From an optimization exercise on the open Yosys and OpenROAD flow, aimed at small area, a short achievable clock period and few clock cycles; shortcuts taken in it are not production practice.
At most, simulation tests tie the RTL to the original design; equivalence was not proved.
Function not checked in runs 3 to 5: the RTL went through the layout flow alone.

==> flow/design.v <==
module bunny24_s0 (input [5:0] v, output [5:0] y);
  localparam [63:0] T0 = 64'hE54E19FA44D64C56;
  localparam [63:0] T1 = 64'h1472389AFE8AE2F8;
  localparam [63:0] T2 = 64'h79A0DE7F6C44E08C;
  localparam [63:0] T3 = 64'h528745F39439E6D4;
  localparam [63:0] T4 = 64'h052C576E876B29F8;
  localparam [63:0] T5 = 64'hB290D9B632FA391C;
  assign y[0] = T0[v];
  assign y[1] = T1[v];
  assign y[2] = T2[v];
  assign y[3] = T3[v];
  assign y[4] = T4[v];
  assign y[5] = T5[v];
endmodule
module bunny24_s1 (input [5:0] v, output [5:0] y);
  localparam [63:0] T0 = 64'h9CF505930A636CFA;
  localparam [63:0] T1 = 64'hE82B4D8E714DD4E8;
  localparam [63:0] T2 = 64'hA695A96503CFF3C0;
  localparam [63:0] T3 = 64'h3F0330F3F330FCC0;
  localparam [63:0] T4 = 64'h14D8D7E4D7E414D8;
  localparam [63:0] T5 = 64'hA335533A3AAC355C;
  assign y[0] = T0[v];
  assign y[1] = T1[v];
  assign y[2] = T2[v];
  assign y[3] = T3[v];
  assign y[4] = T4[v];
  assign y[5] = T5[v];
endmodule
module bunny24_s2 (input [5:0] v, output [5:0] y);
  localparam [63:0] T0 = 64'h4BDD78EE881E44D2;
  localparam [63:0] T1 = 64'hC65050C66CFAFA6C;
  localparam [63:0] T2 = 64'h9C3663C9C99CC99C;
  localparam [63:0] T3 = 64'h3F0330F3F330FCC0;
  localparam [63:0] T4 = 64'h4EBEE4EB72822728;
  localparam [63:0] T5 = 64'h3AA3CAACCA533A5C;
  assign y[0] = T0[v];
  assign y[1] = T1[v];
  assign y[2] = T2[v];
  assign y[3] = T3[v];
  assign y[4] = T4[v];
  assign y[5] = T5[v];
endmodule
module bunny24_s3 (input [5:0] v, output [5:0] y);
  localparam [63:0] T0 = 64'hE54E19FA44D64C56;
  localparam [63:0] T1 = 64'h1472389AFE8AE2F8;
  localparam [63:0] T2 = 64'h865F218093BB1F73;
  localparam [63:0] T3 = 64'h528745F39439E6D4;
  localparam [63:0] T4 = 64'h052C576E876B29F8;
  localparam [63:0] T5 = 64'hB290D9B632FA391C;
  assign y[0] = T0[v];
  assign y[1] = T1[v];
  assign y[2] = T2[v];
  assign y[3] = T3[v];
  assign y[4] = T4[v];
  assign y[5] = T5[v];
endmodule
module bunny24_is0 (input [5:0] v, output [5:0] y);
  localparam [63:0] T0 = 64'hE54E19FA44D64C56;
  localparam [63:0] T1 = 64'h1472389AFE8AE2F8;
  localparam [63:0] T2 = 64'h79A0DE7F6C44E08C;
  localparam [63:0] T3 = 64'h528745F39439E6D4;
  localparam [63:0] T4 = 64'h052C576E876B29F8;
  localparam [63:0] T5 = 64'hB290D9B632FA391C;
  assign y[0] = T0[v];
  assign y[1] = T1[v];
  assign y[2] = T2[v];
  assign y[3] = T3[v];
  assign y[4] = T4[v];
  assign y[5] = T5[v];
endmodule
module bunny24_is1 (input [5:0] v, output [5:0] y);
  localparam [63:0] T0 = 64'h32197CCE89345E7A;
  localparam [63:0] T1 = 64'h885C00E7BDFFCA44;
  localparam [63:0] T2 = 64'hD73666889FB2D10C;
  localparam [63:0] T3 = 64'h6D8575926719DA54;
  localparam [63:0] T4 = 64'h2670D5EA67A70DA4;
  localparam [63:0] T5 = 64'h11A5DBAC3A7E3C44;
  assign y[0] = T0[v];
  assign y[1] = T1[v];
  assign y[2] = T2[v];
  assign y[3] = T3[v];
  assign y[4] = T4[v];
  assign y[5] = T5[v];
endmodule
module bunny24_is2 (input [5:0] v, output [5:0] y);
  localparam [63:0] T0 = 64'hBF7F61922C4664C2;
  localparam [63:0] T1 = 64'hE0E368CEC26BE0EC;
  localparam [63:0] T2 = 64'hC693BD24A5CCED48;
  localparam [63:0] T3 = 64'h6D8575926719DA54;
  localparam [63:0] T4 = 64'h791AB38545EA16EC;
  localparam [63:0] T5 = 64'hBAB3131AF8AB0B58;
  assign y[0] = T0[v];
  assign y[1] = T1[v];
  assign y[2] = T2[v];
  assign y[3] = T3[v];
  assign y[4] = T4[v];
  assign y[5] = T5[v];
endmodule
module bunny24_is3 (input [5:0] v, output [5:0] y);
  localparam [63:0] T0 = 64'h5EE491AF446DC465;
  localparam [63:0] T1 = 64'h412783A9EFA82E8F;
  localparam [63:0] T2 = 64'h970AEDF7C6440EC8;
  localparam [63:0] T3 = 64'h2578543F49936E4D;
  localparam [63:0] T4 = 64'h50C275E678B6928F;
  localparam [63:0] T5 = 64'h2B099D6B23AF93C1;
  assign y[0] = T0[v];
  assign y[1] = T1[v];
  assign y[2] = T2[v];
  assign y[3] = T3[v];
  assign y[4] = T4[v];
  assign y[5] = T5[v];
endmodule
module bunny24_sfwd (input [23:0] in, output [23:0] out);
  bunny24_s0 u0 (.v(in[23:18]), .y(out[23:18]));
  bunny24_s1 u1 (.v(in[17:12]), .y(out[17:12]));
  bunny24_s2 u2 (.v(in[11:6]), .y(out[11:6]));
  bunny24_s3 u3 (.v(in[5:0]), .y(out[5:0]));
endmodule
module bunny24_sinv (input [23:0] in, output [23:0] out);
  bunny24_is0 u0 (.v(in[23:18]), .y(out[23:18]));
  bunny24_is1 u1 (.v(in[17:12]), .y(out[17:12]));
  bunny24_is2 u2 (.v(in[11:6]), .y(out[11:6]));
  bunny24_is3 u3 (.v(in[5:0]), .y(out[5:0]));
endmodule
module bunny24_mfwd (input [23:0] in, output [23:0] out);
  assign out[0] = in[0] ^ in[2] ^ in[4] ^ in[6] ^ in[7] ^ in[8] ^ in[9] ^ in[10] ^ in[11] ^ in[14] ^ in[15] ^ in[16] ^ in[18] ^ in[19] ^ in[20] ^ in[22] ^ in[23];
  assign out[1] = in[0] ^ in[1] ^ in[2] ^ in[3] ^ in[4] ^ in[5] ^ in[6] ^ in[14] ^ in[17] ^ in[21] ^ in[22];
  assign out[2] = in[1] ^ in[2] ^ in[3] ^ in[4] ^ in[5] ^ in[6] ^ in[7] ^ in[15] ^ in[18] ^ in[22] ^ in[23];
  assign out[3] = in[3] ^ in[5] ^ in[9] ^ in[10] ^ in[11] ^ in[12] ^ in[14] ^ in[15] ^ in[18] ^ in[20] ^ in[22];
  assign out[4] = in[0] ^ in[2] ^ in[6] ^ in[7] ^ in[8] ^ in[9] ^ in[12] ^ in[13] ^ in[14] ^ in[18] ^ in[20] ^ in[21] ^ in[22];
  assign out[5] = in[1] ^ in[3] ^ in[6] ^ in[7] ^ in[8] ^ in[9] ^ in[10] ^ in[13] ^ in[14] ^ in[15] ^ in[18] ^ in[19] ^ in[21] ^ in[22] ^ in[23];
  assign out[6] = in[1] ^ in[2] ^ in[5] ^ in[6] ^ in[8] ^ in[14] ^ in[19] ^ in[20] ^ in[23];
  assign out[7] = in[1] ^ in[3] ^ in[5] ^ in[6] ^ in[7] ^ in[8] ^ in[9] ^ in[12] ^ in[14] ^ in[15] ^ in[19] ^ in[21] ^ in[23];
  assign out[8] = in[2] ^ in[4] ^ in[6] ^ in[7] ^ in[8] ^ in[9] ^ in[10] ^ in[12] ^ in[13] ^ in[15] ^ in[16] ^ in[20] ^ in[22];
  assign out[9] = in[0] ^ in[1] ^ in[2] ^ in[3] ^ in[7] ^ in[9] ^ in[10] ^ in[11] ^ in[13] ^ in[16] ^ in[17] ^ in[18] ^ in[19] ^ in[20] ^ in[21];
  assign out[10] = in[0] ^ in[3] ^ in[4] ^ in[5] ^ in[6] ^ in[10] ^ in[11] ^ in[12] ^ in[17] ^ in[18] ^ in[21] ^ in[22] ^ in[23];
  assign out[11] = in[0] ^ in[1] ^ in[4] ^ in[5] ^ in[7] ^ in[11] ^ in[13] ^ in[18] ^ in[19] ^ in[22] ^ in[23];
  assign out[12] = in[1] ^ in[3] ^ in[7] ^ in[9] ^ in[10] ^ in[11] ^ in[13] ^ in[14] ^ in[16] ^ in[17] ^ in[18] ^ in[19] ^ in[20];
  assign out[13] = in[0] ^ in[1] ^ in[2] ^ in[3] ^ in[4] ^ in[7] ^ in[8] ^ in[9] ^ in[13] ^ in[15] ^ in[16] ^ in[18] ^ in[21];
  assign out[14] = in[0] ^ in[1] ^ in[2] ^ in[3] ^ in[4] ^ in[5] ^ in[8] ^ in[9] ^ in[10] ^ in[12] ^ in[14] ^ in[16] ^ in[17] ^ in[19] ^ in[22];
  assign out[15] = in[2] ^ in[4] ^ in[5] ^ in[7] ^ in[12] ^ in[14] ^ in[15] ^ in[16] ^ in[18] ^ in[19] ^ in[23];
  assign out[16] = in[1] ^ in[5] ^ in[7] ^ in[8] ^ in[9] ^ in[10] ^ in[11] ^ in[12] ^ in[14] ^ in[15] ^ in[18];
  assign out[17] = in[0] ^ in[2] ^ in[6] ^ in[8] ^ in[9] ^ in[10] ^ in[11] ^ in[12] ^ in[13] ^ in[15] ^ in[16] ^ in[18] ^ in[19];
  assign out[18] = in[1] ^ in[6] ^ in[11] ^ in[12] ^ in[15] ^ in[16] ^ in[17] ^ in[18] ^ in[19] ^ in[21] ^ in[22];
  assign out[19] = in[1] ^ in[2] ^ in[6] ^ in[7] ^ in[11] ^ in[13] ^ in[15] ^ in[18] ^ in[20] ^ in[21] ^ in[23];
  assign out[20] = in[0] ^ in[2] ^ in[3] ^ in[7] ^ in[8] ^ in[12] ^ in[14] ^ in[16] ^ in[19] ^ in[21] ^ in[22];
  assign out[21] = in[0] ^ in[3] ^ in[4] ^ in[8] ^ in[9] ^ in[11] ^ in[12] ^ in[13] ^ in[16] ^ in[19] ^ in[20] ^ in[21] ^ in[23];
  assign out[22] = in[4] ^ in[5] ^ in[9] ^ in[10] ^ in[11] ^ in[13] ^ in[14] ^ in[15] ^ in[16] ^ in[19] ^ in[20];
  assign out[23] = in[0] ^ in[5] ^ in[10] ^ in[11] ^ in[14] ^ in[15] ^ in[16] ^ in[17] ^ in[18] ^ in[20] ^ in[21];
endmodule
module bunny24_minv (input [23:0] in, output [23:0] out);
  assign out[0] = in[0] ^ in[1] ^ in[4] ^ in[9] ^ in[10] ^ in[11] ^ in[12] ^ in[13] ^ in[14] ^ in[16] ^ in[17] ^ in[18] ^ in[20] ^ in[21] ^ in[22];
  assign out[1] = in[2] ^ in[4] ^ in[5] ^ in[9] ^ in[15] ^ in[16] ^ in[19] ^ in[20] ^ in[23];
  assign out[2] = in[3] ^ in[5] ^ in[6] ^ in[10] ^ in[12] ^ in[16] ^ in[17] ^ in[20] ^ in[21];
  assign out[3] = in[0] ^ in[1] ^ in[6] ^ in[7] ^ in[9] ^ in[10] ^ in[12] ^ in[14] ^ in[16] ^ in[18] ^ in[20];
  assign out[4] = in[2] ^ in[4] ^ in[7] ^ in[8] ^ in[9] ^ in[12] ^ in[14] ^ in[15] ^ in[16] ^ in[18] ^ in[19] ^ in[20] ^ in[22];
  assign out[5] = in[0] ^ in[3] ^ in[5] ^ in[8] ^ in[9] ^ in[10] ^ in[12] ^ in[13] ^ in[15] ^ in[16] ^ in[17] ^ in[19] ^ in[20] ^ in[21] ^ in[23];
  assign out[6] = in[0] ^ in[3] ^ in[4] ^ in[5] ^ in[6] ^ in[7] ^ in[8] ^ in[11] ^ in[13] ^ in[14] ^ in[16] ^ in[18] ^ in[21];
  assign out[7] = in[1] ^ in[3] ^ in[9] ^ in[11] ^ in[12] ^ in[13] ^ in[15] ^ in[16] ^ in[17] ^ in[18] ^ in[19] ^ in[21] ^ in[22];
  assign out[8] = in[0] ^ in[2] ^ in[4] ^ in[10] ^ in[12] ^ in[13] ^ in[14] ^ in[16] ^ in[17] ^ in[19] ^ in[20] ^ in[22] ^ in[23];
  assign out[9] = in[0] ^ in[1] ^ in[4] ^ in[6] ^ in[7] ^ in[8] ^ in[12] ^ in[15] ^ in[16] ^ in[17] ^ in[18] ^ in[20] ^ in[23];
  assign out[10] = in[1] ^ in[2] ^ in[3] ^ in[4] ^ in[6] ^ in[9] ^ in[11] ^ in[12] ^ in[14] ^ in[17] ^ in[19];
  assign out[11] = in[2] ^ in[3] ^ in[4] ^ in[5] ^ in[6] ^ in[7] ^ in[10] ^ in[12] ^ in[13] ^ in[15] ^ in[20];
  assign out[12] = in[1] ^ in[2] ^ in[6] ^ in[8] ^ in[12] ^ in[13] ^ in[17] ^ in[18] ^ in[23];
  assign out[13] = in[0] ^ in[1] ^ in[3] ^ in[6] ^ in[7] ^ in[8] ^ in[9] ^ in[12] ^ in[14] ^ in[17] ^ in[18] ^ in[19] ^ in[23];
  assign out[14] = in[1] ^ in[2] ^ in[4] ^ in[6] ^ in[7] ^ in[8] ^ in[9] ^ in[10] ^ in[12] ^ in[13] ^ in[15] ^ in[19] ^ in[20];
  assign out[15] = in[0] ^ in[1] ^ in[3] ^ in[5] ^ in[7] ^ in[9] ^ in[10] ^ in[11] ^ in[12] ^ in[14] ^ in[16] ^ in[17] ^ in[20] ^ in[21] ^ in[23];
  assign out[16] = in[0] ^ in[4] ^ in[6] ^ in[10] ^ in[11] ^ in[15] ^ in[21] ^ in[22] ^ in[23];
  assign out[17] = in[0] ^ in[1] ^ in[5] ^ in[7] ^ in[11] ^ in[12] ^ in[16] ^ in[22] ^ in[23];
  assign out[18] = in[3] ^ in[6] ^ in[10] ^ in[11] ^ in[12] ^ in[14] ^ in[16] ^ in[17] ^ in[18] ^ in[20] ^ in[21];
  assign out[19] = in[0] ^ in[3] ^ in[4] ^ in[6] ^ in[7] ^ in[10] ^ in[13] ^ in[14] ^ in[15] ^ in[16] ^ in[19] ^ in[20] ^ in[22];
  assign out[20] = in[1] ^ in[4] ^ in[5] ^ in[6] ^ in[7] ^ in[8] ^ in[11] ^ in[14] ^ in[15] ^ in[16] ^ in[17] ^ in[18] ^ in[20] ^ in[21] ^ in[23];
  assign out[21] = in[0] ^ in[2] ^ in[3] ^ in[5] ^ in[7] ^ in[8] ^ in[9] ^ in[10] ^ in[11] ^ in[14] ^ in[15] ^ in[18] ^ in[19] ^ in[20] ^ in[22];
  assign out[22] = in[1] ^ in[4] ^ in[8] ^ in[9] ^ in[12] ^ in[14] ^ in[15] ^ in[17] ^ in[18] ^ in[19] ^ in[23];
  assign out[23] = in[2] ^ in[5] ^ in[9] ^ in[10] ^ in[13] ^ in[15] ^ in[16] ^ in[19] ^ in[20];
endmodule
module bunny24_cipher (
  input         clk,
  input         rst,         
  input         key_valid,
  input  [23:0] key_in,
  output        key_ready,
  input         in_valid,
  input  [1:0]  in_mode,
  input  [23:0] in_data,
  output        in_ready,
  output        out_valid,
  output [23:0] out_data,
  input         out_ready
);
  reg [23:0] in_q;               
  reg [1:0]  mode_q;
  reg        fire_q;             
  reg        kfire_q;            
  reg        have_key;
  reg        kexp;               
  reg        kinit;              
  reg [4:0]  kcnt;               
  reg [23:0] key_reg;            
  reg [23:0] rk [0:15];          
  reg [47:0] win;                
  reg [23:0] a, b;               
  reg        av, adec, ared, bv, bdec, bred;
  reg [3:0]  akidx, bkidx;       
  reg [1:0]  atag, btag;         
  reg [23:0] obuf, sb0, sb1;     
  reg        ov, sb0v, sb1v;
  reg [1:0]  sb0t, sb1t;
  reg [1:0]  itag, otag;         
  reg [1:0]  cnt;                
  reg        in_ready_r, key_ready_r;
  wire [23:0] sf, mi, mf, si;
  bunny24_sfwd u_sf (.in(a), .out(sf));
  bunny24_minv u_mi (.in(a), .out(mi));
  bunny24_mfwd u_mf (.in(b), .out(mf));
  bunny24_sinv u_si (.in(b), .out(si));
  wire [23:0] h1     = adec ? mi : sf;
  wire [23:0] kround = bred ? key_reg : rk[bkidx];
  wire [23:0] nxt    = (bdec ? si : mf) ^ kround;
  wire        blast  = bv & (bdec ? (bkidx == 4'd0) : (bkidx == 4'd15));
  wire        bcont  = bv & ~blast;
  wire [3:0]  bkidx_n = bdec ? bkidx - 4'd1 : bkidx + 4'd1;
  wire [23:0] wkey = mode_q[1] ? key_reg : (mode_q[0] ? rk[15] : rk[0]);
  wire        fire_in  = in_valid & in_ready_r;
  wire        fire_key = key_valid & key_ready_r;
  wire        deliver  = ov & out_ready;
  wire        ofree    = ~ov | out_ready;
  wire [5:0]  w7   = sf[5:0] ^ a[23:18];
  wire [47:0] win0 = {a, sf[23:18] ^ a[17:12], sf[17:12] ^ a[11:6],
                      sf[11:6] ^ a[5:0], w7};
  wire [5:0]  g  = kcnt[0] ? sf[11:6] : (sf[17:12] ^ 6'h2A);
  wire [5:0]  e0 = win[47:42] ^ g;
  wire [5:0]  e1 = win[41:36] ^ e0;
  wire [5:0]  e2 = win[35:30] ^ e1;
  wire [5:0]  e3 = win[29:24] ^ e2;
  wire [23:0] lanes  = {e0, e1, e2, e3};
  wire        kchunk = kexp & ~kinit;
  wire        kdone  = kchunk & (kcnt == 5'd18);
  integer r, j, ip;
  always @(posedge clk) begin
    for (r = 0; r < 16; r = r + 1)
      for (j = 0; j < 4; j = j + 1) begin
        ip = 20 * (r / 5) + (r % 5) + 5 * j;
        if (kchunk && kcnt == ip / 4)
          rk[r][23 - 6 * j -: 6] <= lanes[23 - 6 * (ip % 4) -: 6];
      end
  end
  always @(posedge clk) begin
    in_q   <= in_data;
    mode_q <= in_mode;
  end
  always @(posedge clk) begin
    b     <= h1;
    bdec  <= adec;
    bred  <= ared;
    bkidx <= akidx;
    btag  <= atag;
    if (bcont) begin
      a     <= nxt;
      adec  <= bdec;
      ared  <= bred;
      akidx <= bkidx_n;
      atag  <= btag;
    end else if (fire_q) begin
      a     <= in_q ^ wkey;
      adec  <= mode_q[0];
      ared  <= mode_q[1];
      akidx <= (mode_q[1] ^ mode_q[0]) ? 4'd14 : 4'd1;
      atag  <= itag;
    end else begin
      adec <= 1'b0;
      if (kfire_q) begin
        a <= key_reg;
      end else if (kinit) begin
        a[17:12] <= {w7[4:0], w7[5]};
        a[11:6]  <= w7;
      end else begin
        a[17:12] <= {e3[4:0], e3[5]};
        a[11:6]  <= e3;
      end
    end
    if (fire_key)
      key_reg <= key_in;
    if (kinit)
      win <= win0;
    else
      win <= {win[23:0], lanes};
    kinit <= kfire_q;
    if (kfire_q)
      kcnt <= 5'd0;
    else if (kchunk)
      kcnt <= kcnt + 5'd1;
  end
  wire comp_o = blast & (btag == otag) & ofree;       
  wire comp_s = blast & ~comp_o;                      
  wire s0_o   = ~comp_o & sb0v & (sb0t == otag) & ofree;
  wire s1_o   = ~comp_o & ~s0_o & sb1v & (sb1t == otag) & ofree;
  always @(posedge clk) begin
    if (comp_o)
      obuf <= nxt;
    else if (s0_o)
      obuf <= sb0;
    else if (s1_o)
      obuf <= sb1;
    if (comp_s & ~sb0v) begin
      sb0  <= nxt;
      sb0t <= btag;
    end
    if (comp_s & sb0v) begin
      sb1  <= nxt;
      sb1t <= btag;
    end
  end
  wire av_n   = bcont | fire_q;
  wire [3:0] akidx_n = bcont ? bkidx_n : ((mode_q[1] ^ mode_q[0]) ? 4'd14 : 4'd1);
  wire adec_n = bcont ? bdec : mode_q[0];
  wire alast_n = av_n & (adec_n ? (akidx_n == 4'd0) : (akidx_n == 4'd15));
  wire alast  = av & (adec ? (akidx == 4'd0) : (akidx == 4'd15));
  wire kexp_n = kfire_q | (kexp & ~kdone);
  wire [1:0] cnt_n = cnt + {1'b0, fire_in} - {1'b0, deliver};
  always @(posedge clk) begin
    if (rst) begin
      fire_q      <= 1'b0;
      kfire_q     <= 1'b0;
      have_key    <= 1'b0;
      kexp        <= 1'b0;
      av          <= 1'b0;
      bv          <= 1'b0;
      ov          <= 1'b0;
      sb0v        <= 1'b0;
      sb1v        <= 1'b0;
      itag        <= 2'd0;
      otag        <= 2'd0;
      cnt         <= 2'd0;
      in_ready_r  <= 1'b0;
      key_ready_r <= 1'b1;
    end else begin
      fire_q   <= fire_in;
      kfire_q  <= fire_key;
      have_key <= have_key | fire_key;
      kexp     <= kexp_n;
      av       <= av_n;
      bv       <= av;
      if (fire_q)
        itag <= itag + 2'd1;
      if (comp_o | s0_o | s1_o) begin
        ov   <= 1'b1;
        otag <= otag + 2'd1;
      end else if (deliver)
        ov <= 1'b0;
      if (s0_o)
        sb0v <= 1'b0;
      else if (comp_s & ~sb0v)
        sb0v <= 1'b1;
      if (s1_o)
        sb1v <= 1'b0;
      else if (comp_s & sb0v)
        sb1v <= 1'b1;
      cnt <= cnt_n;
      in_ready_r  <= (have_key | fire_key) & ~fire_key & ~kexp_n & ~kfire_q &
                     (~av_n | alast_n) & (cnt_n != 2'd3);
      key_ready_r <= ~fire_in & ~fire_q & ~kexp_n & ~kfire_q & ~av_n &
                     (~av | alast);
    end
  end
  assign key_ready = key_ready_r;
  assign in_ready  = in_ready_r;
  assign out_valid = ov;
  assign out_data  = obuf;
endmodule
==> flow/run.sh <==
#!/bin/bash
# synth_recipe.tcl (not shown) runs the flow's synth.tcl, then flattens the netlist and writes it again
# the make line also repeats each setting of config.mk as NAME=value (left out here)
make -C /OpenROAD-flow-scripts/flow DESIGN_CONFIG=/design/flow/config.mk WORK_HOME=/design/flow/orfs CLKGATE_MAP_FILE= SYNTH_SCRIPT=/design/flow/synth_recipe.tcl finish
==> flow/config.mk <==
export PLATFORM = sky130hd
export DESIGN_NAME = bunny24_cipher
export DESIGN_NICKNAME = bunny24_cipher
export VERILOG_FILES = /design/flow/design.v
export SDC_FILE = /design/flow/constraint.sdc
export NUM_CORES = 4
export LEC_CHECK = 0
export CAP_MARGIN = 20
export CORE_MARGIN = 2
export CORE_UTILIZATION = 40
export SETUP_SLACK_MARGIN = 4.5
export SLEW_MARGIN = 20
==> flow/constraint.sdc <==
create_clock -name core_clock -period 8.0 [get_ports {clk}]
set_input_delay 1.6000 -clock core_clock [delete_from_list [all_inputs] [get_ports {clk}]]
set_output_delay 1.6000 -clock core_clock [all_outputs]
set_load 0.01 [all_outputs]
==> flow_summary_export.csv, run 1 <==
group,metric,value,unit
synth,async_reset_ff_frac,0,
synth,ys_seq_area_frac,0.527,
job,max_cap_violations,0,
placement,numPortBuffers,81,
detailed_routing,drt-pass1-iter-count,6,
floorplan,core,84700,µm²
cts,clkSinkCount,645,
timing,clock_skew,0.0388,ns
timing,holdWs,0.347,ns
timing,drv_slew,0,
worst_setup_path,reg2reg_to,"obuf[20]$_DFFE_PP_",
finish,top_regs,"rk (384), win (48)",
cts,cts_tree,"built",
synth,synth_ff_type,"edfxtp_1",
worst_setup_path,rrSetupSlack,4.55,ns
global_routing,grt_usage,0.263,
cts,numCtsBuffers,60,
worst_setup_path,startpoint,"bkidx[0]$_DFF_P_",
cts,root_buffer,"clkbuf_16",
finish,layout_common_cells,"503 x edfxtp_1, 287 x xnor2_1, 213 x nand2_1, 175 x o21ai_0, 158 x nor2_1",
floorplan,rows,107,
finish,multi_input_area,15400,µm²
synth,synth_edf_count,503,
timing,fin_crit,3.45,ns
timing,tightest_slew,1.15,ns
finish,final_layout_size_suffix_gt1_frac,0.144,
placement,hpwl,80500,µm
synth,syn-num-nets,3114,
timing,relSlewSlack,0.235,
floorplan,initial_core_util,0.402,
synth,synth_top_area_share,0.444,
timing,hold_violations,0,
detailed_routing,drc,0,
placement,place_congestion,0.912,
worst_setup_path,reg2reg_depth,11,
worst_hold_path,hold_path_depth,0,
detailed_routing,postRouteAntennaNets,0,
floorplan,fp.dieW,296,µm
floorplan,fp.dieH,296,µm
finish,ff_latch_area,18000,µm²
global_routing,grt_pass1_wl,168000,µm
floorplan,io_pins,82,
synth,ys.warnings.count,2,
timing,period_share,0.432,
synth,syn_inst,2987,
global_routing,grt_max_degree,51,
worst_hold_path,hold_start,"ared$_DFFE_PP_",
synth,syn_area,34100,µm²
cts,insertion_delay,0.65,ns
finish,finalNetCount,3128,
cts,clk_path_buf_depth,3,
worst_setup_path,crit_path_end_kind,"register",
worst_setup_path,crit_fanout,23,
global_routing,antenna_found_initial,9,
synth,synth_largest_area_cell,"edfxtp_1",
detailed_routing,via_per_inst,6.06,
worst_hold_path,hold_class,"reg -> reg",
outcome,status,"complete, no violations",
synth,synth_cell_types,87,
finish,antenna_cells,0,
worst_setup_path,reg2reg_from,"bkidx[0]$_DFF_P_",
global_routing,grt-ovfl-total,0,
timing,setup_viol_count_final,0,
detailed_routing,routed_wl,118000,µm
worst_setup_path,critPathKind,"reg -> reg",
synth,synth.avg_cell_area,11.4,µm²
floorplan,die-area,87500,µm²
finish,fillCellCount,7694,
detailed_routing,drt_iter0_drc,3525,
cts,path_clk_slew,0.07,ns
worst_hold_path,hold_path_end,"bred$_DFF_P_",
detailed_routing,vias,25400,
worst_setup_path,crit_path_start_kind,"register",
synth,synth_area_leaders,"edfxtp_1 44%, dfxtp_1 8.3%, xnor2_1 7.5%",
worst_setup_path,worst_ep_required_time,8.39,ns
cts,cts_max_level,2,
finish,final_common_cell,"edfxtp_1",
detailed_routing,wl_per_cell,28.1,µm
finish,largest_register,"rk",
global_routing,grt_pass1_vias,23800,
timing,setup_tns,0,ns
timing,rsz0062_at_grt,"no",
synth,ys_ff_latch,645,
worst_setup_path,crit_arrival,3.84,ns
finish,largest_reg_flops,384,
finish,area_growth,14.2,%
timing,timing.fmax,290,MHz
==> metrics by stage <==
| step | instances | instance area (µm²) | utilization | setup slack (ns) |
|---|---|---|---|---|
| 2_1_floorplan | 2987 | 34100 | - | 4.43 |
| 3_3_place_gp | 4056 | 36100 | 0.426 | 3.08 |
| 3_5_place_dp | 4058 | 36100 | 0.426 | 3.43 |
| 4_1_cts | 4184 | 38600 | 0.456 | 4.39 |
| 5_1_grt | 4191 | 38900 | 0.459 | 4.50 |
| 6_report | 4191 | 38900 | 0.459 | 4.55 |
==> critical path: stages, from the launching register on <==
cell and delay, ns:
dfxtp_1 0.37, ha_1 0.22, buf_4 0.25, and3_2 0.39, buf_4 0.26, a22o_1 0.28
a221oi_1 0.23, nand4_1 0.20, nor3_4 0.37, a21oi_2 0.13, xor2_2 0.25, a21o_1 0.22
==> cell type report <==
type	instances	share of cell area
Clock buffer	80	0.0416
Clock inverter	28	0.0100
Inverter	80	0.00859
Multi-Input combinational cell	2024	0.396
Sequential cell	645	0.462
Tap cell	1144	0.0368
Timing Repair Buffer	190	0.0441
==> worst max-delay path by stage <==
stage	end	slack (ns)	depth (start not counted)
after floorplan	a[14]$_DFF_P_	4.43	11
after global placement	rk[4][12]$_DFFE_PP_	3.08	8
after detailed placement	a[8]$_DFF_P_	3.43	11
after CTS	a[22]$_DFFE_PP_	4.39	12
after global routing	obuf[8]$_DFFE_PP_	4.50	11
final	obuf[20]$_DFFE_PP_	4.55	11
==> metal layers <==
metal	GRT usage	wire length (µm)	vias up
met3	0.0418	12100	203
met4	0.0903	4290	0
met2	0.410	53200	1553
met1	0.374	48100	12700
met5	0	0	-
li1	-	-	11000
==> logic make-up after synthesis <==
family | after synthesis | share of synthesized area
AO/OA/AOI/OAI | 721 | 0.141
AND/OR/NAND/NOR | 653 | 0.0908
multiplexers | 183 | 0.0698
flip-flops | 645 | 0.527
adder cells (fa/ha/maj) | 73 | 0.0267
buffers and inverters | 318 | 0.0361
XOR/XNOR | 394 | 0.109
==> synth_stat cells (13+ instances only) <==
cell type / n
a21o_1: 21
nor3_1: 29
o22ai_1: 20
xnor2_1: 293
edfxtp_1: 503
nor2_1: 173
nand4_1: 25
xor2_1: 82
inv_1: 68
ha_1: 72
nand2b_1: 43
nor2b_1: 53
mux4_2: 33
nand3_1: 41
mux2_2: 61
o21ai_0: 182
mux2i_1: 85
and3_1: 16
and2_1: 17
a222oi_1: 13
dfxtp_1: 142
a211oi_1: 34
a221oi_1: 25
a22oi_1: 87
o211ai_1: 30
a31oi_1: 22
buf_2: 16
buf_1: 39
clkbuf_1: 181
nand2_1: 214
a21oi_1: 150
a22o_1: 21
xnor3_1: 14
==> what timing repair did <==
item,4_1_cts,5_1_grt
endpoints found under the setup margin,362,142
pin swaps,6,3
hold buffers,0,0
setup buffers,18,6
gates resized for setup,86,49
hold endpoints to repair,0,0
Testbench counts, summed over its fixed seeds: cycles 42,244.
==> inputs of run 2 (changes only) <==
--- a/flow/config.mk
+++ b/flow/config.mk
@@ -8,5 +8,5 @@
 export CAP_MARGIN = 20
 export CORE_MARGIN = 2
 export CORE_UTILIZATION = 40
-export SETUP_SLACK_MARGIN = 4.5
+export SETUP_SLACK_MARGIN = 5
 export SLEW_MARGIN = 20
==> flow_summary_export.csv, run 2 <==
group,metric,value,unit
outcome,status,"complete, no violations",
finish,top_regs,"rk (384), win (48)",
timing,drv_slew,0,
job,max_cap_violations,0,
synth,synth.most_common_cell,"edfxtp_1",
worst_hold_path,hold_class,"reg -> reg",
floorplan,fp.dieW,296,µm
global_routing,grt-ovfl-total,0,
detailed_routing,vias,25800,
worst_setup_path,reg2reg_to,"a[15]$_DFF_P_",
placement,place_congestion,0.918,
detailed_routing,routed_wl,119000,µm
detailed_routing,wl_per_cell,27.8,µm
synth,synth_edf_count,503,
finish,post-route-util,0.483,
global_routing,antenna_found_initial,5,
synth,synth_ff_type,"edfxtp_1",
floorplan,core,84700,µm²
global_routing,grt_max_degree,55,
synth,ys.warnings.count,2,
synth,synth_area_leaders,"edfxtp_1 44%, dfxtp_1 8.3%, xnor2_1 7.5%",
timing,timing.fmax,313,MHz
timing,setup_ws,4.81,ns
finish,finalNetCount,3221,
placement,numPortBuffers,81,
placement,post-place-ws,3.50,ns
cts,root_buffer,"clkbuf_16",
synth,synth_largest_area_cell,"edfxtp_1",
synth,yosys.area_share.simple,0.0908,
floorplan,rows,107,
global_routing,grt_usage,0.266,
timing,rsz0062_at_grt,"yes",
synth,synth_top_area_share,0.444,
placement,hpwl,77800,µm
detailed_routing,drt-pass1-iter-count,7,
placement,dp.cells,4052,
detailed_routing,postRouteAntennaNets,0,
finish,largest_register,"rk",
worst_setup_path,reg2reg_from,"a[0]$_DFFE_PP_",
synth,synth.avg_cell_area,11.4,µm²
finish,layout_common_cells,"503 x edfxtp_1, 273 x xnor2_1, 208 x nand2_1, 167 x o21ai_0, 157 x nor2_1",
synth,muxShareOfSynthArea,0.0698,
worst_setup_path,crit_path_start_kind,"register",
finish,final_layout_size_suffix_gt1_frac,0.211,
floorplan,io_pins,82,
worst_setup_path,worst_ep_required_time,8.48,ns
timing,hold_violations,0,
floorplan,initial_core_util,0.402,
floorplan,fp.dieH,296,µm
worst_setup_path,crit_arrival,3.67,ns
global_routing,grt_pass1_wl,170000,µm
finish,largest_reg_flops,384,
synth,synth_top_family_by_area,"compound AO/OA/AOI/OAI gates",
timing,clock_skew,0.0396,ns
detailed_routing,drc,0,
cts,numCtsBuffers,61,
worst_setup_path,crit_path_end_kind,"register",
synth,syn_inst,2987,
synth,yosys-top-cells-count,"503 x edfxtp_1, 293 x xnor2_1, 214 x nand2_1, 182 x o21ai_0, 181 x clkbuf_1",
worst_setup_path,crit_fanout,4,
cts,cts_max_level,2,
worst_setup_path,worstSetupEndpoint,"a[15]$_DFF_P_",
cts,path_clk_slew,0.07,ns
cts,clk_path_buf_depth,3,
worst_setup_path,critPathKind,"reg -> reg",
timing,relSlewSlack,0.279,
worst_setup_path,reg2reg_depth,10,
synth,ys_seq_area_frac,0.527,
timing,setup_viol_count_final,0,
timing,fin_crit,3.19,ns
cts,insertion_delay,0.66,ns
global_routing,grt_pass1_vias,24300,
timing,period_share,0.399,
cts,clkSinkCount,645,
synth,synth_compound_area_frac,0.141,
finish,final_common_cell,"edfxtp_1",
synth,ys_ff_latch,645,
timing,setup_tns,0,ns
floorplan,die-area,87500,µm²
synth,synthAdderAreaFrac,0.0267,
worst_setup_path,rrSetupSlack,4.81,ns
timing,tightest_slew,1.08,ns
cts,cts_tree,"built",
finish,stdcell_count,4291,
synth,synth_cell_types,87,
cts,hold_buffers,0,
synth,synth_xor_area_frac,0.109,
synth,syn_area,34100,µm²
detailed_routing,via_per_inst,6.02,
worst_setup_path,startpoint,"a[0]$_DFFE_PP_",
synth,syn-num-nets,3114,
detailed_routing,drt_iter0_drc,3672,
synth,async_reset_ff_frac,0,
finish,area_growth,20.2,%
## run 2: cell counts after synthesis
Identical to the previous run, type by type.
## run 2: final cells by class
type                       instances  area [µm²]
inverter                          80         382
multi-input combinational       2028       16300
antenna                            1        2.50
clock buffer                      72        1640
fill                            7421       43800
clock inverter                    43         478
timing repair buffer             278        2660
sequential                       645       18000
tap                             1144        1430
## run 2: worst min-delay path by stage
stage	slack [ns]	cells past startpoint	startpoint	to
2_1_floorplan	0.32	0	ared$_DFFE_PP_	bred$_DFF_P_
3_3_place_gp	0.33	0	atag[0]$_DFFE_PP_	btag[0]$_DFF_P_
3_5_place_dp	0.34	0	atag[1]$_DFFE_PP_	btag[1]$_DFF_P_
4_1_cts	0.35	0	atag[0]$_DFFE_PP_	btag[0]$_DFF_P_
5_1_grt	0.36	0	atag[0]$_DFFE_PP_	btag[0]$_DFF_P_
6_report	0.35	0	atag[0]$_DFFE_PP_	btag[0]$_DFF_P_
## run 2: what timing repair did
action	4_1_cts	5_1_grt
resized for setup	275	124
endpoints found under the hold margin	0	0
cloned	4	3
pin swaps	39	28
buffers inserted	76	39
setup endpoints to repair	628	299
## run 2: layer usage
metal  global-route usage  vias up  share of wire
met5                    0        -              0
met4                0.107        0          0.048
met3               0.0396      270          0.096
met2                0.422     1529           0.46
met1                0.366    12800           0.40
li1                     -    11200              -
## run 2: kinds of logic after synthesis
| group | Yosys count |
|---|---|
| fa+ha+maj | 73 |
| buf+inv | 318 |
| flops | 645 |
| xor+xnor | 394 |
| simple gates | 653 |
| compound gates | 721 |
| mux | 183 |
## run 2: worst max-delay path, stage by stage (launching register included)
cell and delay (ns):
edfxtp_1 0.55, inv_2 0.14, ha_4 0.19, or3b_4 0.41
mux2_2 0.27, mux4_2 0.59, xnor2_2 0.21, nand2_2 0.10
or3_4 0.37, a21oi_2 0.13, a221oi_1 0.07
## run 2: through the flow
| step | hold WS (ns) | area, µm² |
|---|---|---|
| final | 0.352 | 40900 |
| after global routing | 0.364 | 40900 |
| after CTS | 0.351 | 40000 |
| after detailed placement | 0.336 | 36200 |
| after global placement | 0.330 | 36200 |
| after floorplan | 0.323 | 34300 |
==> inputs of run 3 (changes only) <==
--- a/flow/design.v
+++ b/flow/design.v
@@ -188,9 +188,6 @@
   output [23:0] out_data,
   input         out_ready
 );
-  reg [23:0] in_q;               
-  reg [1:0]  mode_q;
-  reg        fire_q;             
   reg        kfire_q;            
   reg        have_key;
   reg        kexp;               
@@ -217,10 +214,11 @@
   wire [23:0] h1     = adec ? mi : sf;
   wire [23:0] kround = bred ? key_reg : rk[bkidx];
   wire [23:0] nxt    = (bdec ? si : mf) ^ kround;
+  wire        alast  = av & (adec ? (akidx == 4'd0) : (akidx == 4'd15));
   wire        blast  = bv & (bdec ? (bkidx == 4'd0) : (bkidx == 4'd15));
   wire        bcont  = bv & ~blast;
   wire [3:0]  bkidx_n = bdec ? bkidx - 4'd1 : bkidx + 4'd1;
-  wire [23:0] wkey = mode_q[1] ? key_reg : (mode_q[0] ? rk[15] : rk[0]);
+  wire [23:0] wkey = in_mode[1] ? key_reg : (in_mode[0] ? rk[15] : rk[0]);
   wire        fire_in  = in_valid & in_ready_r;
   wire        fire_key = key_valid & key_ready_r;
   wire        deliver  = ov & out_ready;
@@ -228,12 +226,16 @@
   wire [5:0]  w7   = sf[5:0] ^ a[23:18];
   wire [47:0] win0 = {a, sf[23:18] ^ a[17:12], sf[17:12] ^ a[11:6],
                       sf[11:6] ^ a[5:0], w7};
-  wire [5:0]  g  = kcnt[0] ? sf[11:6] : (sf[17:12] ^ 6'h2A);
-  wire [5:0]  e0 = win[47:42] ^ g;
-  wire [5:0]  e1 = win[41:36] ^ e0;
-  wire [5:0]  e2 = win[35:30] ^ e1;
-  wire [5:0]  e3 = win[29:24] ^ e2;
-  wire [23:0] lanes  = {e0, e1, e2, e3};
+  wire [5:0]  x7r = {win[4:0], win[5]};
+  wire [5:0]  t1, t2;
+  bunny24_s1 u_ks1 (.v(x7r), .y(t1));
+  bunny24_s2 u_ks2 (.v(win[5:0]), .y(t2));
+  wire [5:0]  g  = kcnt[0] ? t2 : (t1 ^ 6'h2A);
+  wire [5:0]  n0 = win[47:42] ^ g;
+  wire [5:0]  n1 = win[41:36] ^ n0;
+  wire [5:0]  n2 = win[35:30] ^ n1;
+  wire [5:0]  n3 = win[29:24] ^ n2;
+  wire [23:0] lanes  = {n0, n1, n2, n3};
   wire        kchunk = kexp & ~kinit;
   wire        kdone  = kchunk & (kcnt == 5'd18);
   integer r, j, ip;
@@ -246,8 +248,17 @@
       end
   end
   always @(posedge clk) begin
-    in_q   <= in_data;
-    mode_q <= in_mode;
+    if (fire_key)
+      key_reg <= key_in;
+    if (kinit)
+      win <= win0;
+    else
+      win <= {win[23:0], lanes};
+    kinit <= kfire_q;
+    if (kfire_q)
+      kcnt <= 5'd0;
+    else if (kchunk)
+      kcnt <= kcnt + 5'd1;
   end
   always @(posedge clk) begin
     b     <= h1;
@@ -261,35 +272,13 @@
       ared  <= bred;
       akidx <= bkidx_n;
       atag  <= btag;
-    end else if (fire_q) begin
-      a     <= in_q ^ wkey;
-      adec  <= mode_q[0];
-      ared  <= mode_q[1];
-      akidx <= (mode_q[1] ^ mode_q[0]) ? 4'd14 : 4'd1;
-      atag  <= itag;
     end else begin
-      adec <= 1'b0;
-      if (kfire_q) begin
-        a <= key_reg;
-      end else if (kinit) begin
-        a[17:12] <= {w7[4:0], w7[5]};
-        a[11:6]  <= w7;
-      end else begin
-        a[17:12] <= {e3[4:0], e3[5]};
-        a[11:6]  <= e3;
-      end
+      a     <= kfire_q ? key_reg : (in_data ^ wkey);
+      adec  <= in_mode[0];
+      ared  <= in_mode[1];
+      akidx <= (in_mode[1] ^ in_mode[0]) ? 4'd14 : 4'd1;
+      atag  <= itag;
     end
-    if (fire_key)
-      key_reg <= key_in;
-    if (kinit)
-      win <= win0;
-    else
-      win <= {win[23:0], lanes};
-    kinit <= kfire_q;
-    if (kfire_q)
-      kcnt <= 5'd0;
-    else if (kchunk)
-      kcnt <= kcnt + 5'd1;
   end
   wire comp_o = blast & (btag == otag) & ofree;       
   wire comp_s = blast & ~comp_o;                      
@@ -311,16 +300,11 @@
       sb1t <= btag;
     end
   end
-  wire av_n   = bcont | fire_q;
-  wire [3:0] akidx_n = bcont ? bkidx_n : ((mode_q[1] ^ mode_q[0]) ? 4'd14 : 4'd1);
-  wire adec_n = bcont ? bdec : mode_q[0];
-  wire alast_n = av_n & (adec_n ? (akidx_n == 4'd0) : (akidx_n == 4'd15));
-  wire alast  = av & (adec ? (akidx == 4'd0) : (akidx == 4'd15));
+  wire av_n   = bcont | fire_in;
   wire kexp_n = kfire_q | (kexp & ~kdone);
   wire [1:0] cnt_n = cnt + {1'b0, fire_in} - {1'b0, deliver};
   always @(posedge clk) begin
     if (rst) begin
-      fire_q      <= 1'b0;
       kfire_q     <= 1'b0;
       have_key    <= 1'b0;
       kexp        <= 1'b0;
@@ -335,13 +319,12 @@
       in_ready_r  <= 1'b0;
       key_ready_r <= 1'b1;
     end else begin
-      fire_q   <= fire_in;
       kfire_q  <= fire_key;
       have_key <= have_key | fire_key;
       kexp     <= kexp_n;
       av       <= av_n;
       bv       <= av;
-      if (fire_q)
+      if (fire_in)
         itag <= itag + 2'd1;
       if (comp_o | s0_o | s1_o) begin
         ov   <= 1'b1;
@@ -357,10 +340,9 @@
       else if (comp_s & sb0v)
         sb1v <= 1'b1;
       cnt <= cnt_n;
-      in_ready_r  <= (have_key | fire_key) & ~fire_key & ~kexp_n & ~kfire_q &
-                     (~av_n | alast_n) & (cnt_n != 2'd3);
-      key_ready_r <= ~fire_in & ~fire_q & ~kexp_n & ~kfire_q & ~av_n &
-                     (~av | alast);
+      in_ready_r  <= have_key & ~fire_key & ~kexp_n & ~kfire_q &
+                     (~av | alast) & (cnt_n != 2'd3);
+      key_ready_r <= ~fire_in & ~kexp_n & ~kfire_q & ~av_n & (~av | alast);
     end
   end
   assign key_ready = key_ready_r;
==> flow_summary_export.csv, run 3 <==
group,metric,value,unit
cts,path_clk_slew,0.06,ns
synth,ys_ff_latch,618,
worst_setup_path,critPathKind,"reg -> reg",
finish,area_growth,19.8,%
synth,synthAdderAreaFrac,0.0301,
synth,synth_top_family_by_area,"compound AO/OA/AOI/OAI gates",
job,max_cap_violations,0,
synth,yosys-top-cells-count,"484 x edfxtp_1, 297 x xnor2_1, 220 x o21ai_0, 203 x nand2_1, 202 x a21oi_1",
finish,layout_common_cells,"484 x edfxtp_1, 278 x xnor2_1, 209 x o21ai_0, 202 x nand2_1, 193 x a21oi_1",
synth,syn_inst,3141,
synth,synth_edf_count,484,
timing,drv_slew,0,
finish,largest_reg_flops,384,
floorplan,core,85100,µm²
synth,synth_cell_types,80,
timing,fin_crit,3.03,ns
synth,yosys.area_share.simple,0.0878,
worst_setup_path,crit_path_end_kind,"register",
synth,muxShareOfSynthArea,0.0760,
synth,synth_compound_area_frac,0.157,
cts,cts_tree,"built",
timing,setup_ws,4.97,ns
detailed_routing,drt-pass1-iter-count,8,
floorplan,initial_core_util,0.404,
finish,finalNetCount,3360,
timing,rsz0062_at_grt,"yes",
cts,cts_max_level,3,
timing,clock_skew,0.0337,ns
synth,ys.warnings.count,2,
finish,largest_register,"rk",
timing,setup_viol_count_final,0,
placement,hpwl,72400,µm
worst_hold_path,hold_path_depth,0,
synth,ys_seq_area_frac,0.500,
timing,timing.fmax,330,MHz
detailed_routing,postRouteAntennaNets,0,
cts,clkSinkCount,618,
cts,numCtsBuffers,69,
synth,synth_area_leaders,"edfxtp_1 42%, dfxtp_1 7.8%, xnor2_1 7.6%",
floorplan,rows,107,
worst_setup_path,crit_path_start_kind,"register",
cts,hold_buffers,0,
timing,period_share,0.379,
synth,syn_area,34400,µm²
global_routing,grt_pass1_wl,167000,µm
global_routing,grt_pass1_vias,24300,
cts,insertion_delay,0.63,ns
synth,async_reset_ff_frac,0,
finish,final_common_cell,"edfxtp_1",
timing,relSlewSlack,0.296,
detailed_routing,via_per_inst,5.94,
worst_hold_path,hold_class,"reg -> reg",
global_routing,grt_max_degree,71,
detailed_routing,routed_wl,115000,µm
synth,synth_top_area_share,0.422,
floorplan,io_pins,82,
placement,numPortBuffers,81,
timing,setup_tns,0,ns
synth,synth_ff_type,"edfxtp_1",
worst_setup_path,rrSetupSlack,4.97,ns
placement,post-place-ws,3.92,ns
floorplan,die-area,88400,µm²
detailed_routing,drc,0,
outcome,status,"complete, no violations",
synth,syn-num-nets,3278,
timing,tightest_slew,1.05,ns
worst_setup_path,crit_fanout,18,
placement,place_congestion,0.901,
worst_setup_path,reg2reg_depth,12,
worst_setup_path,crit_arrival,3.54,ns
synth,synth_largest_area_cell,"edfxtp_1",
detailed_routing,drt_iter0_drc,3699,
detailed_routing,wl_per_cell,26.0,µm
worst_setup_path,worst_ep_required_time,8.51,ns
cts,clk_path_buf_depth,3,
timing,hold_violations,0,
finish,final_layout_size_suffix_gt1_frac,0.188,
synth,synth_xor_area_frac,0.109,
synth,synth.most_common_cell,"edfxtp_1",
finish,top_regs,"rk (384), win (48)",
floorplan,fp.dieW,297,µm
floorplan,fp.dieH,297,µm
detailed_routing,vias,26300,
synth,synth.avg_cell_area,11.0,µm²
global_routing,grt-ovfl-total,0,
global_routing,antenna_found_initial,3,
global_routing,grt_usage,0.251,
cts,root_buffer,"clkbuf_16",
run 3: changes by cell type in the layout (fill, tap and decap cells not counted), sizes merged, moves of 14 or more:
cell / change
a21oi: +53
o21ai: +40
a22oi: -35
nand3: +22
clkbuf: +19
edfxtp: -19
nand4: -18
nor2: +18
mux2: +15
nor2b: -15
nor3: +15
or3: +15
o211ai: +14
run 3: timing repair:
action | CTS | global route
pin swaps | 29 | 44
setup endpoints to repair | 569 | 326
gates cloned | 7 | 1
gates resized for setup | 214 | 97
setup buffers | 62 | 38
run 3: layout make-up:
class                      count  area, µm²
fill                        7664      43900
sequential                   618      17300
clock inverter                36        433
clock buffer                  90       1910
multi-input combinational   2177      17000
antenna                        3       7.51
tap                         1144       1430
timing repair buffer         269       2790
inverter                      88        424
run 3: cells by family after synthesis:
family | Yosys count
fa+ha+maj | 83
compound gates | 827
flops | 618
simple gates | 658
buf+inv | 348
mux | 205
xor+xnor | 402
run 3: final timing paths:
check                       start         endpoint
setup / recovery   win[1]$_DFF_P_   win[6]$_DFF_P_
hold / removal    atag[0]$_DFF_P_  btag[0]$_DFF_P_
setup reg to reg   win[1]$_DFF_P_   win[6]$_DFF_P_
hold reg to reg   atag[0]$_DFF_P_  btag[0]$_DFF_P_
run 3: worst max-delay path: stages (launching register included):
cell	delay [ns]
dfxtp_4	0.43
buf_4	0.14
buf_6	0.19
mux2_2	0.38
o221ai_1	0.21
o311a_1	0.24
a22oi_2	0.13
xnor2_4	0.34
xor2_4	0.13
buf_4	0.17
xor2_4	0.14
buf_4	0.17
mux2_2	0.25
run 3: through the flow:
step / hold slack [ns] / cells / area [µm²] / util
global placement: 0.311 / 4188 / 36600 / 0.430
CTS: 0.328 / 4383 / 40400 / 0.475
finish: 0.326 / 4425 / 41200 / 0.484
detailed placement: 0.321 / 4188 / 36600 / 0.430
global route: 0.336 / 4423 / 41200 / 0.484
floorplan: 0.310 / 3141 / 34700 / -
run 3: routing by layer:
layer  GRT usage  vias to the layer above  wire (µm)
met5           0                        -          0
met4      0.0765                        0       3700
met3      0.0498                      201      11900
met2       0.378                     1403      50600
met1       0.364                    12900      48700
li1            -                    11800          -
==> inputs of run 4 (changes only) <==
--- a/flow/config.mk
+++ b/flow/config.mk
@@ -10,3 +10,4 @@
 export CORE_UTILIZATION = 40
 export SETUP_SLACK_MARGIN = 5
 export SLEW_MARGIN = 20
+export TNS_END_PERCENT = 0
==> flow_summary_export.csv, run 4 <==
group,metric,value,unit
outcome,status,"complete, no violations",
finish,top_regs,"rk (384), win (48)",
cts,numCtsBuffers,68,
synth,synth_ff_type,"edfxtp_1",
floorplan,rows,107,
cts,cts_max_level,3,
floorplan,io_pins,82,
synth,yosys-top-cells-count,"484 x edfxtp_1, 297 x xnor2_1, 220 x o21ai_0, 203 x nand2_1, 202 x a21oi_1",
floorplan,fp.dieH,297,µm
finish,largest_register,"rk",
worst_setup_path,worst_ep_required_time,8.48,ns
detailed_routing,via_per_inst,5.95,
finish,finalNetCount,3323,
timing,drv_slew,0,
worst_setup_path,crit_path_end_kind,"register",
synth,ys.warnings.count,2,
synth,ys_ff_latch,618,
detailed_routing,vias,26100,
timing,tightest_slew,0.973,ns
finish,largest_reg_flops,384,
cts,hold_buffers,0,
synth,synth_largest_area_cell,"edfxtp_1",
cts,insertion_delay,0.62,ns
synth,syn_inst,3141,
detailed_routing,drc,0,
detailed_routing,wl_per_cell,25.3,µm
timing,period_share,0.401,
finish,final_layout_size_suffix_gt1_frac,0.156,
detailed_routing,drt-pass1-iter-count,6,
finish,layout_common_cells,"484 x edfxtp_1, 278 x xnor2_1, 209 x o21ai_0, 201 x nand2_1, 200 x a21oi_1",
detailed_routing,drt_iter0_drc,3381,
worst_hold_path,hold_class,"reg -> reg",
timing,fin_crit,3.21,ns
detailed_routing,postRouteAntennaNets,0,
cts,clk_path_buf_depth,3,
timing,setup_tns,0,ns
synth,async_reset_ff_frac,0,
global_routing,grt_usage,0.239,
floorplan,fp.dieW,297,µm
timing,setup_viol_count_final,0,
synth,synth_area_leaders,"edfxtp_1 42%, dfxtp_1 7.8%, xnor2_1 7.6%",
global_routing,grt-ovfl-total,0,
finish,area_growth,16.7,%
floorplan,die-area,88400,µm²
cts,path_clk_slew,0.06,ns
placement,hpwl,71400,µm
synth,synth_top_area_share,0.422,
worst_setup_path,crit_fanout,54,
worst_setup_path,crit_chain,"buf_12 > inv_1 > buf_4 > o21ai_0 > a21oi_1 > a31oi_1 > a311o_1 > o221ai_1 > xnor2_2 > o21ai_0",
global_routing,grt_pass1_wl,160000,µm
detailed_routing,routed_wl,111000,µm
worst_setup_path,cp_common_cell,"o21ai_0",
floorplan,initial_core_util,0.404,
worst_setup_path,critPathKind,"reg -> reg",
global_routing,grt_max_degree,70,
synth,synth_edf_count,484,
timing,rsz0062_at_grt,"yes",
synth,synth.avg_cell_area,11.0,µm²
placement,numPortBuffers,81,
worst_setup_path,max_stage_delay,0.43,ns
cts,clkSinkCount,618,
global_routing,antenna_found_initial,3,
worst_setup_path,crit_arrival,3.69,ns
finish,final_common_cell,"edfxtp_1",
global_routing,grt_pass1_vias,23800,
placement,place_congestion,0.921,
timing,timing.fmax,312,MHz
floorplan,core,85100,µm²
timing,hold_violations,0,
worst_setup_path,cpMaxStageDelayCell,"dfxtp_4",
job,max_cap_violations,0,
worst_setup_path,crit_path_start_kind,"register",
cts,root_buffer,"clkbuf_16",
timing,relSlewSlack,0.349,
synth,syn_area,34400,µm²
cts,cts_tree,"built",
synth,synth.most_common_cell,"edfxtp_1",
synth,ys_seq_area_frac,0.500,
worst_setup_path,crit_family,"compound AO/OA/AOI/OAI gates",
worst_setup_path,cp_num_buf_inv,3,
synth,synth_cell_types,80,
timing,clock_skew,0.0225,ns
synth,syn-num-nets,3278,
## run 4: changes by cell type in the layout (fill, tap and decap cells not counted), moves of 11 or more
| cell | before | now |
|---|---|---|
| clkdlybuf4s50_1 | 52 | 78 |
| buf_12 | 27 | 12 |
| buf_4 | 129 | 112 |
| ha_1 | 60 | 74 |
| inv_1 | 59 | 70 |
| dlygate4sd2_1 | 16 | 1 |
## run 4: worst reg2reg max path: stages (launching register included)
cell and delay [ns]:
dfxtp_4 0.43, buf_12 0.21, inv_1 0.26, buf_4 0.40, o21ai_0 0.16, a21oi_1 0.15
a31oi_1 0.07, a311o_1 0.41, o221ai_1 0.41, xnor2_2 0.21, o21ai_0 0.35
## run 4: worst paths after layout
check	from	end	slack [ns]	cells past startpoint
max	bkidx[3]$_DFF_P_	a[13]$_DFF_P_	4.79	10
min reg2reg	atag[1]$_DFF_P_	btag[1]$_DFF_P_	0.33	0
min	atag[1]$_DFF_P_	btag[1]$_DFF_P_	0.33	0
max reg2reg	bkidx[3]$_DFF_P_	a[13]$_DFF_P_	4.79	10
## run 4: through the flow
step / area (µm²) / utilization / hold slack [ns] / instances / worst slack, ns
final: 40100 / 0.471 / 0.327 / 4387 / 4.79
after global routing: 40100 / 0.471 / 0.332 / 4386 / 4.75
after CTS: 39500 / 0.464 / 0.331 / 4349 / 4.75
after detailed placement: 36500 / 0.428 / 0.315 / 4192 / 3.53
after global placement: 36500 / 0.428 / 0.310 / 4192 / 3.62
after floorplan: 34500 / - / 0.310 / 3141 / 4.78
## run 4: cell families (layout without fill, tap and decap cells)
| group | Yosys count | in the layout | synth area share |
|---|---|---|---|
| multiplexers | 205 | 205 | 0.0760 |
| other | 0 | 1 | 0 |
| AO/OA/AOI/OAI | 827 | 827 | 0.157 |
| XOR/XNOR | 402 | 402 | 0.109 |
| adder cells (fa/ha/maj) | 83 | 83 | 0.0301 |
| AND/OR/NAND/NOR | 658 | 659 | 0.0878 |
| buffers and inverters | 348 | 448 | 0.0397 |
| flip-flops | 618 | 618 | 0.500 |
## run 4: layout make-up
cell class                 instances  area, µm²
fill                            7841      45000
sequential                       618      17300
timing repair buffer             234       2280
tap                             1144       1430
inverter                          88        372
clock inverter                    29        315
clock buffer                      97       1970
multi-input combinational       2176      16500
antenna                            1       2.50
## run 4: repair_timing
action | 4_1_cts | 5_1_grt
cloned | 0 | 4
gates resized for setup | 100 | 69
buffers inserted | 31 | 32
pin swaps | 13 | 21
endpoints found under the setup margin | 590 | 529
## run 4: per-layer routing
| metal | global-route usage | vias up | wire length (µm) |
|---|---|---|---|
| met1 | 0.356 | 12900 | 48700 |
| met5 | 0 | - | 7 |
| met3 | 0.0348 | 172 | 9590 |
| met4 | 0.0648 | 2 | 3130 |
| li1 | - | 11700 | - |
| met2 | 0.361 | 1288 | 49300 |
==> inputs of run 5 (changes only) <==
--- a/flow/config.mk
+++ b/flow/config.mk
@@ -5,9 +5,9 @@
 export SDC_FILE = /design/flow/constraint.sdc
 export NUM_CORES = 4
 export LEC_CHECK = 0
+export ABC_AREA = 1
 export CAP_MARGIN = 20
 export CORE_MARGIN = 2
 export CORE_UTILIZATION = 40
 export SETUP_SLACK_MARGIN = 5
 export SLEW_MARGIN = 20
-export TNS_END_PERCENT = 0
==> flow_summary_export.csv, run 5 <==
group,metric,value,unit
outcome,status,"complete, no violations",
synth,synth_largest_area_cell,"edfxtp_1",
finish,largest_reg_flops,384,
cts,clk_path_buf_depth,3,
synth,yosys-top-cells-count,"1041 x nand2_1, 484 x edfxtp_1, 306 x nand3_1, 296 x o21ai_0, 281 x inv_1",
floorplan,core,85400,µm²
timing,drv_slew,0,
placement,numPortBuffers,81,
detailed_routing,via_per_inst,5.65,
global_routing,antenna_found_initial,7,
worst_setup_path,crit_arrival,3.35,ns
timing,hold_violations,0,
finish,layout_common_cells,"1013 x nand2_1, 484 x edfxtp_1, 296 x nand3_1, 285 x o21ai_0, 261 x inv_1",
finish,top_regs,"rk (384), win (48)",
synth,synth_ff_type,"edfxtp_1",
detailed_routing,routed_wl,123000,µm
worst_setup_path,critPathKind,"reg -> reg",
worst_setup_path,crit_path_start_kind,"register",
synth,synth_top_area_share,0.421,
detailed_routing,drc,0,
cts,cts_max_level,3,
finish,area_growth,16.4,%
timing,rsz0062_at_grt,"yes",
global_routing,grt_pass1_vias,27300,
synth,syn-num-nets,4086,
synth,ys_ff_latch,618,
timing,clock_skew,0.0362,ns
floorplan,rows,107,
detailed_routing,drt_iter0_drc,3717,
cts,root_buffer,"clkbuf_16",
synth,synth_edf_count,484,
worst_setup_path,crit_path_end_kind,"register",
timing,setup_viol_count_final,0,
placement,hpwl,80600,µm
synth,async_reset_ff_frac,0,
timing,setup_tns,0,ns
synth,synth_area_leaders,"edfxtp_1 42%, nand2_1 11%, dfxtp_1 7.8%",
finish,final_common_cell,"nand2_1",
detailed_routing,wl_per_cell,23.3,µm
synth,syn_inst,3949,
worst_setup_path,crit_fanout,19,
detailed_routing,drt-pass1-iter-count,6,
synth,ys_seq_area_frac,0.498,
timing,timing.fmax,332,MHz
global_routing,grt-ovfl-total,0,
global_routing,grt_max_degree,72,
cts,insertion_delay,0.63,ns
floorplan,die-area,88800,µm²
cts,path_clk_slew,0.06,ns
timing,period_share,0.377,
global_routing,grt_usage,0.266,
finish,final_layout_size_suffix_gt1_frac,0.106,
floorplan,fp.dieH,298,µm
synth,synth_cell_types,59,
timing,fin_crit,3.01,ns
synth,ys.warnings.count,2,
placement,place_congestion,0.932,
finish,largest_register,"rk",
worst_hold_path,hold_class,"reg -> reg",
cts,cts_tree,"built",
global_routing,grt_pass1_wl,178000,µm
worst_setup_path,worst_ep_required_time,8.34,ns
cts,clkSinkCount,618,
detailed_routing,vias,29700,
job,max_cap_violations,0,
timing,holdWs,0.327,ns
synth,syn_area,34600,µm²
timing,relSlewSlack,0.221,
finish,finalNetCount,4200,
floorplan,fp.dieW,298,µm
floorplan,initial_core_util,0.405,
floorplan,io_pins,82,
cts,numCtsBuffers,68,
detailed_routing,postRouteAntennaNets,0,
synth,synth.most_common_cell,"nand2_1",
synth,synth.avg_cell_area,8.75,µm²
timing,tightest_slew,1.17,ns
run 5: changes by cell type after synthesis, moves of 52 or more:
cell      delta
nor2_1      +52
xor2_1     +110
inv_1      +207
nand3_1    +244
mux2_2      -76
xnor2_1    -150
clkbuf_1    -83
mux2i_1     -88
nand2_1    +838
o21ai_0     +76
a21oi_1     -69
run 5: worst paths after layout:
path / startpoint / to / slack (ns) / depth (start not counted)
setup / recovery: win[3]$_DFF_P_ / rk[8][22]$_DFFE_PP_ / 4.99 / 13
setup reg to reg: win[3]$_DFF_P_ / rk[8][22]$_DFFE_PP_ / 4.99 / 13
hold / removal: ared$_DFF_P_ / bred$_DFF_P_ / 0.33 / 0
hold reg to reg: ared$_DFF_P_ / bred$_DFF_P_ / 0.33 / 0
run 5: repair_timing:
| action | in CTS | in global routing |
|---|---|---|
| endpoints found under the setup margin | 618 | 391 |
| cloned | 9 | 5 |
| hold buffers | 0 | 0 |
| resized for setup | 150 | 95 |
| pin swaps | 8 | 11 |
| setup buffers | 42 | 34 |
run 5: final cells by class:
type / count / area (µm²)
diodes: 2 / 5.00
clock buffers: 87 / 1820
clock inverters: 38 / 358
fillers: 8131 / 45200
inverters: 305 / 1220
multi-input cells: 2845 / 16000
flip-flops and latches: 618 / 17300
well taps: 1144 / 1430
repair buffers: 223 / 2100
repair inverters: 2 / 15.0
run 5: per-layer routing:
metal | part of all wire | routed length, µm | GRT usage | vias up
met4 | 0.028 | 3440 | 0.0749 | 6
met1 | 0.43 | 53100 | 0.386 | 14300
li1 | - | - | - | 13700
met5 | 0.00033 | 41 | 0 | -
met2 | 0.44 | 53600 | 0.406 | 1581
met3 | 0.10 | 12600 | 0.0472 | 208
run 5: critical path, stage by stage, from the launching register on:
cell     delay (ns)
dfxtp_4        0.42
nor2_1         0.52
nand3_1        0.14
nand2_1        0.09
inv_1          0.04
nand4_1        0.07
nand3_1        0.18
nand2_1        0.17
nand2_2        0.12
nand2_8        0.17
nand2_1        0.11
nand3_1        0.12
nand3_2        0.21
and2_2         0.36
run 5: cell families (layout without fill, tap and decap cells):
| kind of cell | after synthesis | count (layout) | share of synthesized area |
|---|---|---|---|
| compound gates | 664 | 664 | 0.115 |
| xor+xnor | 346 | 346 | 0.0885 |
| fa+ha+maj | 82 | 82 | 0.0297 |
| buf+inv | 495 | 655 | 0.0568 |
| flops | 618 | 618 | 0.498 |
| mux | 4 | 4 | 0.00116 |
| other cells | 0 | 2 | 0 |
| simple gates | 1740 | 1749 | 0.210 |
run 5: stage by stage:
stage	instance area, µm²	setup WS (ns)	util	cells
after floorplan	34600	4.99	-	3949
after global placement	36500	3.13	0.428	5047
after detailed placement	36500	3.11	0.428	5047
after CTS	39500	5.00	0.463	5223
after global routing	40200	4.80	0.471	5263
final	40200	4.99	0.471	5264

==> what the ideal ports hide <==
How much do the figures lean on ideal ports? The routed layouts below were timed once more, with nothing changed but the port constraints.
Step 1 (the two cells are an assumption about what drives the block):
set clk [get_ports {clk}]
set_driving_cell -lib_cell sky130_fd_sc_hd__clkbuf_16 $clk
set_driving_cell -lib_cell sky130_fd_sc_hd__buf_2 [delete_from_list [all_inputs] $clk]
Step 2 times the ports against the registers' clock, not the clock port: input delays grow and output delays shrink by t, the midpoint of the rising clock arrivals with the driver on.
Slacks: ideal ports / drivers / drivers and shift; pairs: ideal ports / drivers.
run	shift t [ns]	slack for setup (ns)	worst hold slack (ns)	worst data-port slew with drivers (ns)	cell pins on the clock port's net
run 1	0.695	4.546 / 4.546 / 3.900	0.347 / 0.347 / 0.347	0.06	1
run 2	0.699	4.809 / 4.809 / 4.352	0.352 / 0.352 / 0.352	0.06	1
run 3	0.680	4.970 / 4.954 / 4.486	0.326 / 0.326 / 0.326	0.12	1
run 4	0.670	4.794 / 4.746 / 4.362	0.327 / 0.327 / 0.327	0.05	1
run 5	0.669	4.988 / 4.957 / 4.464	0.327 / 0.327 / 0.327	0.09	1
After both steps every run listed still meets setup and hold. For run 1, which loses most, drivers alone change the setup slack by 0.000 ns; drivers and shift together by -0.646 ns.
